This design comes from an exercise in tuning for small area, a short achievable clock period and few clock cycles per item on the open sky130 flow, not from production work.
In this exercise RTL edits were held to simulation tests only and were not proved equivalent to the original.
No driver is modelled on the clock port, so clocking that relies on it looks cheaper here than on a real chip.
Power figures rest on the tool's default switching activity, not on a simulated workload.

// tlb_core
module tlb_core (
    input  wire        clk,
    input  wire        rst,           
    input  wire        req_valid,
    output wire        req_ready,
    input  wire [71:0] req_data,
    output reg         resp_valid,
    output reg  [66:0] resp_data,
    output reg         pt_en,
    output reg         pt_we,
    output reg  [19:0] pt_addr,
    output wire [32:0] pt_wdata,      
    input  wire [32:0] pt_rdata
);
For scale: about 230 I/O pins, ~140000 um^2 of cells after synthesis.
export LEC_CHECK = 0
export CAP_MARGIN = 20
export CORE_MARGIN = 2
export CORE_UTILIZATION = 22
export PLACE_DENSITY = 0.25
export SLEW_MARGIN = 20
create_clock -name core_clock -period 14.0 [get_ports {clk}]
standard.sh (not shown) runs the stock make flow with config.mk's settings and CLKGATE_MAP_FILE= SYNTH_SCRIPT=/design/flow/synth_recipe.tcl, a recipe that flattens the netlist after the stock synthesis.
==> flow/flow/run.sh <==
#!/bin/bash
set -uo pipefail
work=$(pwd)
bash standard.sh "CTS_ARGS=-sink_clustering_enable -repair_clock_nets -dont_use_dummy_load" POST_CTS_TCL="$work/flow/post_cts.tcl" finish > "$work/standard_sh.log" 2>&1
==> flow/flow/post_cts.tcl <==
# Sourced by ORFS cts.tcl after its own repair and detailed placement, before
# 4_1_cts.odb is written. The clock and constraints are unchanged; only the
# target slack of the repair is larger.
puts "post_cts: extra setup repair"
estimate_parasitics -placement
report_worst_slack
repair_timing -setup -setup_margin 9.1 -repair_tns 100 -max_iterations 3000 -verbose
set result [catch { detailed_placement } msg]
if { $result != 0 } {
  error "post_cts: detailed placement failed: $msg"
}
check_placement -verbose
estimate_parasitics -placement
report_worst_slack
Testbench counts at the start, summed over its fixed seeds: cycles 46,253, items 31,896.
==> next run, changes <==
==> flow/flow/run.sh (replaced) <==
#!/bin/bash
set -uo pipefail
work=$(pwd)
bash standard.sh "CTS_ARGS=-sink_clustering_enable -repair_clock_nets -dont_use_dummy_load -sink_clustering_size 20 -sink_clustering_max_diameter 100" "BUFFER_PORTS_ARGS=-buffer_cell sky130_fd_sc_hd__buf_4" POST_CTS_TCL="$work/flow/post_cts.tcl" finish > "$work/standard_sh.log" 2>&1
Core utilization falls by 0.99 points. Sequential share of layout area rises by 2.5 points. Flip-flop and latch count does not change.

---

== red ==
Another version of the RTL of tlb_core (not shown whole).
Size: about 8100 cells after synthesis, roughly 230 I/O pins, ~140000 um^2 of cells after synthesis.
clock: 14.0 ns
lec_check: 0
cap_margin: 20
core_margin: 2
core_utilization: 45
place_density: 0.55
slew_margin: 20
==> flow/flow/run.sh <==
#!/bin/bash
set -uo pipefail
work=$(pwd)
bash standard.sh "CTS_ARGS=-sink_clustering_enable -repair_clock_nets -dont_use_dummy_load -sink_clustering_size 20 -sink_clustering_max_diameter 100" "BUFFER_PORTS_ARGS=-buffer_cell sky130_fd_sc_hd__buf_4" POST_CTS_TCL="$work/flow/post_cts.tcl" finish > "$work/standard_sh.log" 2>&1
Scripts as last shown in full above: flow/flow/post_cts.tcl
Testbench counts of red, summed over its fixed seeds: cycles 46,253, items 31,896.
Modified inputs, blue compared to red
--- a/flow/config.mk
+++ b/flow/config.mk
@@ -8,5 +8,5 @@
 export CAP_MARGIN = 20
 export CORE_MARGIN = 2
-export CORE_UTILIZATION = 45
-export PLACE_DENSITY = 0.55
+export CORE_UTILIZATION = 35
+export PLACE_DENSITY = 0.45
 export SLEW_MARGIN = 20
==> summary.txt <==
The flow did not stop early for blue: all stages ran, and the layout cleared the timing, design-rule and antenna checks.
blue ended up with a lower initial core utilization than red did.
blue vs. red: largest incremental delay on the critical path went up by 0.16 ns.
Comparing red and blue, the lower final cell count is on red.
blue vs red, wire length went up by about 7%.
[compare] base=red new=blue: routed via count divided by cell count now smaller, core occupancy in the finished layout decreased by 11 points relative to the old numbers.
Inputs modified between blue and green:
==> flow/flow/run.sh <==
#!/bin/bash
set -uo pipefail
work=$(pwd)
bash standard.sh "CTS_ARGS=-sink_clustering_enable -repair_clock_nets -dont_use_dummy_load -sink_clustering_size 20 -sink_clustering_max_diameter 100" POST_CTS_TCL="$work/flow/post_cts.tcl" finish > "$work/standard_sh.log" 2>&1
--- outcome ---
- Routed wire length delta for green relative to blue: about 1% higher
- Status: non-filler instance count after layout parity (green, blue)
- Sum of routed wire segments on met1 | green below blue
- blue -> green: number of nets in the finished design increased slightly
- Cmp green vs blue: power density relative to cell area lower in green
- green: setup slack is 0.33 ns higher than what blue reported.
- green vs. blue: number of iterations in the first detailed-routing pass went down by 15%.
Modified inputs, orange compared to green
==> flow/flow/run.sh <==
#!/bin/bash
set -uo pipefail
work=$(pwd)
bash standard.sh "CTS_ARGS=-sink_clustering_enable -repair_clock_nets -dont_use_dummy_load -sink_clustering_size 20 -sink_clustering_max_diameter 100" "BUFFER_PORTS_ARGS=-buffer_cell sky130_fd_sc_hd__buf_4" POST_CTS_TCL="$work/flow/post_cts.tcl" finish > "$work/standard_sh.log" 2>&1
--- a/flow/config.mk
+++ b/flow/config.mk
@@ -8,5 +8,5 @@
 export CAP_MARGIN = 20
 export CORE_MARGIN = 2
-export CORE_UTILIZATION = 35
-export PLACE_DENSITY = 0.45
+export CORE_UTILIZATION = 22
+export PLACE_DENSITY = 0.25
 export SLEW_MARGIN = 20
[summary]
Going from green to orange, instance count after placement with tap cells included rose 24%, overall power grew by 2.9%, multi-input combinational cell count shows a reduction of 0.81%.

==> separate check: timing with driven ports <==
In the flow no input, the clock included, has a driving cell. The finished layouts below were timed again as built, in two steps.
Step 1 (the two cells are an assumption about what drives the block):
set clk [get_ports {clk}]
set_driving_cell -lib_cell sky130_fd_sc_hd__clkbuf_16 $clk
set_driving_cell -lib_cell sky130_fd_sc_hd__buf_2 [delete_from_list [all_inputs] $clk]
Step 2 also shifts input and output timing later by t, the mid clock arrival at the registers, as if the neighbouring blocks saw the same clock.
Slacks: ideal / step 1 / step 2; pairs: ideal / step 1.
run | shift t [ns] | setup slack, ns | worst hold slack (ns) | clock arrival spread, ns
the first run of note 1 | 1.118 | 8.830 / 8.905 / 7.787 | 0.412 / 0.412 / 0.412 | 0.136 / 0.135
the second run of note 1 | 1.078 | 8.952 / 9.029 / 7.951 | 0.451 / 0.451 / 0.451 | 0.127 / 0.127
red | 1.008 | 8.785 / 8.827 / 7.829 | 0.445 / 0.445 / 0.445 | 0.122 / 0.122
blue | 1.036 | 8.629 / 8.680 / 7.644 | 0.451 / 0.451 / 0.451 | 0.108 / 0.108
green | 1.038 | 8.962 / 8.962 / 8.062 | 0.447 / 0.447 / 0.447 | 0.129 / 0.130
orange | 1.097 | 8.985 / 9.048 / 7.951 | 0.446 / 0.446 / 0.446 | 0.079 / 0.080
After both steps every run listed still meets setup and hold. For the first run of note 1, which loses most, drivers alone change the setup slack by +0.075 ns; drivers and shift together by -1.043 ns.
